Source: an optimization exercise on an open RTL-to-GDS flow (aim: small area, a short achievable clock period and few clock cycles per item). Production flows keep margins and buffers that such runs may drop.
The RTL was checked by simulation tests, not by an equivalence proof against the original design.
Power is estimated from default activity; no workload was simulated.

==> flow/design.v <==
module tc_lzw_enc (
    input  wire        clk,
    input  wire        rst,         
    input  wire        in_valid,
    output wire        in_ready,
    input  wire [6:0]  in_sym,
    input  wire        in_last,
    output wire        out_valid,
    input  wire        out_ready,
    output wire [15:0] out_code,
    output wire        out_last
);
    localparam integer NENT = 256;           
    reg         ib_v;                        
    reg  [6:0]  ib_sym;
    reg         ib_last;
    reg         sk_v;                        
    reg  [6:0]  sk_sym;
    reg         sk_last;
    reg         wv;                          
    reg         fl;                          
    reg  [8:0]  wc;                          
    wire [15:0] key = {wc, ib_sym};          
    function [15:0] QMASK(input integer q);
        QMASK = (q == 1) ? 16'hffff : (q == 2) ? 16'h5555 : (q == 3) ? 16'haaaa : 16'h0000;
    endfunction
    reg  [8:0]  wcq  [1:3];
    reg  [6:0]  ibq  [1:3];
    wire [15:0] keyq [0:3];
    assign keyq[0] = key;
    assign keyq[1] = {wcq[1], ibq[1]};
    assign keyq[2] = {wcq[2], ibq[2]};
    assign keyq[3] = {wcq[3], ibq[3]};
    reg         hv, tv;                      
    reg  [8:0]  h_code, t_code;              
    reg         h_last, t_last;
    wire fire = ib_v && !fl && (ib_last ? !hv : !tv);
    assign in_ready  = !sk_v;
    assign out_valid = hv;
    assign out_code  = {7'd0, h_code};
    assign out_last  = h_last;
    reg  [8:0]  acnt;                        
    reg         pv;                          
    reg  [15:0] pkey;                        
    reg         full;                        
    reg  [15:0] ent [0:NENT-1];
    wire [255:0] hitv;
    reg  [15:0] vhi_gt, vhi_eq, vlo_gt;
    wire [8:0]  acnt_inc = acnt + 9'd1;
    reg  [15:0] nhi_gt, nhi_eq, nlo_gt;
    integer     m;
    always @* begin
        for (m = 0; m < 16; m = m + 1) begin
            nhi_gt[m] = acnt_inc[8] | (acnt_inc[7:4] > m);
            nhi_eq[m] = !acnt_inc[8] & (acnt_inc[7:4] == m);
            nlo_gt[m] = (acnt_inc[3:0] > m);
        end
    end
    genvar g;
    generate
        for (g = 0; g < NENT; g = g + 1) begin : g_ent
            always @(posedge clk)
                if (acnt == g)
                    ent[g] <= pkey ^ QMASK(g / 64);
            assign hitv[g] = (vhi_gt[g/16] | (vhi_eq[g/16] & vlo_gt[g%16])) &&
                             (ent[g] == keyq[g / 64]);
        end
    endgenerate
    wire phit = pv && (pkey == key);
    reg [7:0] hidx;
    integer k;
    always @* begin
        hidx = phit ? acnt[7:0] : 8'd0;
        for (k = 0; k < NENT; k = k + 1)
            if (hitv[k]) hidx = hidx | k[7:0];
    end
    wire hit = phit || (|hitv);
    wire       flush  = fl && !tv;           
    wire       npush0 = flush || (fire && (wv ? !hit : ib_last));
    wire       npush1 = fire && wv && !hit && ib_last;
    wire [9:0] d0     = (fl || wv) ? {fl, wc} : {1'b1, 2'b00, ib_sym};    
    wire [9:0] d1     = {1'b1, 2'b00, ib_sym};
    wire learn = fire && wv && !ib_last && !hit && !full;
    wire clear = fire && (!wv || ib_last);   
    integer    qi;
    wire [8:0] nwc = (!wv || !hit) ? {2'b00, ib_sym} : {1'b1, hidx};
    wire       ib_load = sk_v ? fire : (in_valid && (!ib_v || fire));
    wire [6:0] ib_src  = sk_v ? sk_sym : in_sym;
    wire       pop = hv && out_ready;
    wire       rh  = pop ? tv : hv;
    wire       rt  = !pop && tv;
    always @(posedge clk)
        pkey <= key;
    always @(posedge clk) begin
        if (rst) begin
            ib_v   <= 1'b0;
            sk_v   <= 1'b0;
            wv     <= 1'b0;
            fl     <= 1'b0;
            acnt   <= 9'd0;
            pv     <= 1'b0;
            full   <= 1'b0;
            vhi_gt <= 16'd0;
            vhi_eq <= 16'd1;
            vlo_gt <= 16'd0;
            hv     <= 1'b0;
            tv     <= 1'b0;
        end else begin
            if (sk_v) begin
                if (fire) sk_v <= 1'b0;
            end else if (in_valid && ib_v && !fire) begin
                sk_v    <= 1'b1;
                sk_sym  <= in_sym;
                sk_last <= in_last;
            end
            if (ib_load) begin
                ib_v    <= 1'b1;
                ib_sym  <= ib_src;
                ib_last <= sk_v ? sk_last : in_last;
                for (qi = 1; qi < 4; qi = qi + 1)
                    ibq[qi] <= ib_src ^ QMASK(qi);
            end else if (fire) begin
                ib_v    <= 1'b0;
            end
            if (fire) begin
                wc <= nwc;
                for (qi = 1; qi < 4; qi = qi + 1)
                    wcq[qi] <= nwc ^ (QMASK(qi) >> 7);
                wv <= !ib_last;
            end
            if (fire)
                fl <= wv && hit && ib_last;
            else if (flush)
                fl <= 1'b0;
            if (clear) begin
                acnt   <= 9'd0;
                pv     <= 1'b0;
                full   <= 1'b0;
                vhi_gt <= 16'd0;
                vhi_eq <= 16'd1;
                vlo_gt <= 16'd0;
            end else begin
                if (pv) begin
                    acnt   <= acnt_inc;
                    vhi_gt <= nhi_gt;
                    vhi_eq <= nhi_eq;
                    vlo_gt <= nlo_gt;
                end
                pv <= learn;
                if (learn)
                    full <= (acnt + {8'd0, pv} == 9'd255);
            end
            hv <= rh || npush0;
            tv <= rt || (rh && npush0) || npush1;
            if (!rh) begin
                {h_last, h_code} <= d0;
                {t_last, t_code} <= d1;
            end else begin
                if (pop) {h_last, h_code} <= {t_last, t_code};
                if (!rt) {t_last, t_code} <= d0;
            end
        end
    end
endmodule
clock: 10.0 ns
lec_check: 0
cap_margin: 20
core_margin: 2
core_utilization: 65
slew_margin: 20
synth_memory_max_bits: 16384
standard.sh (not shown) runs the stock make flow with config.mk's settings and CLKGATE_MAP_FILE= SYNTH_SCRIPT=/design/flow/synth_recipe.tcl, a recipe that flattens the netlist after the stock synthesis.
==> flow/flow/run.sh <==
#!/bin/bash
set -euo pipefail
bash standard.sh SETUP_SLACK_MARGIN=6.5 finish > standard_flow.log 2>&1
The starting point finished clean.
Testbench counts at the start, summed over its fixed seeds: cycles 33,229, bytes 33,138.
Edit:
--- a/flow/design.v
+++ b/flow/design.v
@@ -18,22 +18,15 @@
     reg  [6:0]  sk_sym;
     reg         sk_last;
     reg         wv;                          
     reg         fl;                          
     reg  [8:0]  wc;                          
     wire [15:0] key = {wc, ib_sym};          
-    function [15:0] QMASK(input integer q);
-        QMASK = (q == 1) ? 16'hffff : (q == 2) ? 16'h5555 : (q == 3) ? 16'haaaa : 16'h0000;
-    endfunction
-    reg  [8:0]  wcq  [1:3];
-    reg  [6:0]  ibq  [1:3];
-    wire [15:0] keyq [0:3];
-    assign keyq[0] = key;
-    assign keyq[1] = {wcq[1], ibq[1]};
-    assign keyq[2] = {wcq[2], ibq[2]};
-    assign keyq[3] = {wcq[3], ibq[3]};
+    reg  [8:0]  wcn;                         
+    reg  [6:0]  ibn;                         
+    wire [15:0] keyn = {wcn, ibn};
     reg         hv, tv;                      
     reg  [8:0]  h_code, t_code;              
     reg         h_last, t_last;
     wire fire = ib_v && !fl && (ib_last ? !hv : !tv);
     assign in_ready  = !sk_v;
     assign out_valid = hv;
@@ -58,15 +51,15 @@
     end
     genvar g;
     generate
         for (g = 0; g < NENT; g = g + 1) begin : g_ent
             always @(posedge clk)
                 if (acnt == g)
-                    ent[g] <= pkey ^ QMASK(g / 64);
+                    ent[g] <= (g < 128) ? pkey : ~pkey;
             assign hitv[g] = (vhi_gt[g/16] | (vhi_eq[g/16] & vlo_gt[g%16])) &&
-                             (ent[g] == keyq[g / 64]);
+                             (ent[g] == ((g < 128) ? key : keyn));
         end
     endgenerate
     wire phit = pv && (pkey == key);
     reg [7:0] hidx;
     integer k;
     always @* begin
@@ -79,19 +72,29 @@
     wire       npush0 = flush || (fire && (wv ? !hit : ib_last));
     wire       npush1 = fire && wv && !hit && ib_last;
     wire [9:0] d0     = (fl || wv) ? {fl, wc} : {1'b1, 2'b00, ib_sym};    
     wire [9:0] d1     = {1'b1, 2'b00, ib_sym};
     wire learn = fire && wv && !ib_last && !hit && !full;
     wire clear = fire && (!wv || ib_last);   
-    integer    qi;
-    wire [8:0] nwc = (!wv || !hit) ? {2'b00, ib_sym} : {1'b1, hidx};
+    wire [8:0] nwc = {hit, hidx | ({1'b0, ib_sym} & {8{!hit}})};
     wire       ib_load = sk_v ? fire : (in_valid && (!ib_v || fire));
     wire [6:0] ib_src  = sk_v ? sk_sym : in_sym;
     wire       pop = hv && out_ready;
     wire       rh  = pop ? tv : hv;
     wire       rt  = !pop && tv;
+    always @(posedge clk) begin
+        ib_sym <= ib_load ?  ib_src : ~ibn;
+        ibn    <= ib_load ? ~ib_src : ~ib_sym;
+        wc     <= fire    ?  nwc    : ~wcn;
+        wcn    <= fire    ? ~nwc    : ~wc;
+    end
+    wire [9:0] h_next = ({10{!rh}}         & d0) |
+                        ({10{rh && pop}}   & {t_last, t_code}) |
+                        ({10{rh && !pop}}  & {h_last, h_code});
+    always @(posedge clk)
+        {h_last, h_code} <= h_next;
     always @(posedge clk)
         pkey <= key;
     always @(posedge clk) begin
         if (rst) begin
             ib_v   <= 1'b0;
             sk_v   <= 1'b0;
@@ -112,25 +115,18 @@
                 sk_v    <= 1'b1;
                 sk_sym  <= in_sym;
                 sk_last <= in_last;
             end
             if (ib_load) begin
                 ib_v    <= 1'b1;
-                ib_sym  <= ib_src;
                 ib_last <= sk_v ? sk_last : in_last;
-                for (qi = 1; qi < 4; qi = qi + 1)
-                    ibq[qi] <= ib_src ^ QMASK(qi);
             end else if (fire) begin
                 ib_v    <= 1'b0;
             end
-            if (fire) begin
-                wc <= nwc;
-                for (qi = 1; qi < 4; qi = qi + 1)
-                    wcq[qi] <= nwc ^ (QMASK(qi) >> 7);
+            if (fire)
                 wv <= !ib_last;
-            end
             if (fire)
                 fl <= wv && hit && ib_last;
             else if (flush)
                 fl <= 1'b0;
             if (clear) begin
                 acnt   <= 9'd0;
@@ -149,16 +145,13 @@
                 pv <= learn;
                 if (learn)
                     full <= (acnt + {8'd0, pv} == 9'd255);
             end
             hv <= rh || npush0;
             tv <= rt || (rh && npush0) || npush1;
-            if (!rh) begin
-                {h_last, h_code} <= d0;
+            if (!rh)
                 {t_last, t_code} <= d1;
-            end else begin
-                if (pop) {h_last, h_code} <= {t_last, t_code};
-                if (!rt) {t_last, t_code} <= d0;
-            end
+            else if (!rt)
+                {t_last, t_code} <= d0;
         end
     end
 endmodule
Effect: Global-route usage shrinks by 1.5 points. Design area came out lower by 0.33%. Wire length decreases by 2.6%. Sequential share of layout area hardly moves. Total power went up by 31%. Setup slack improved by 330 ps. Via count drops by 2.0%. Count of clock-buffer cells in the layout falls by 4. Clock skew is lower by 22 ps. Worst hold slack degrades by 26 ps. Core utilization drops by 0.45 points. Register-to-register slack improved by 330 ps. Die area went up by 0.63%.
Testbench counts after the change, summed over its fixed seeds: cycles 33,229, bytes 33,138.

-- static timing again, ports no longer ideal --
In the flow no input, the clock included, has a driving cell. The finished layouts below were timed again as built, in two steps.
Step 1, drivers: a clkbuf_16 drives clk and a buf_2 each remaining input, both assumed.
Step 2 times the ports against the registers' clock, not the clock port: input delays grow and output delays shrink by t, the midpoint of the rising clock arrivals with the driver on.
Slacks: ideal / step 1 / step 2; pairs: ideal / step 1.
run	shift t [ns]	setup WS [ns]	worst setup path at the end	worst data-port slew with drivers (ns)
the first run	1.091	5.791 / 5.791 / 5.587	input to register	0.19
the second run	1.101	6.126 / 6.126 / 5.497	input to register	0.04
After both steps setup and hold are still met in every run listed. The setup slack of the second run, which loses most, moves by 0.000 ns with the drivers and by -0.629 ns with both steps.
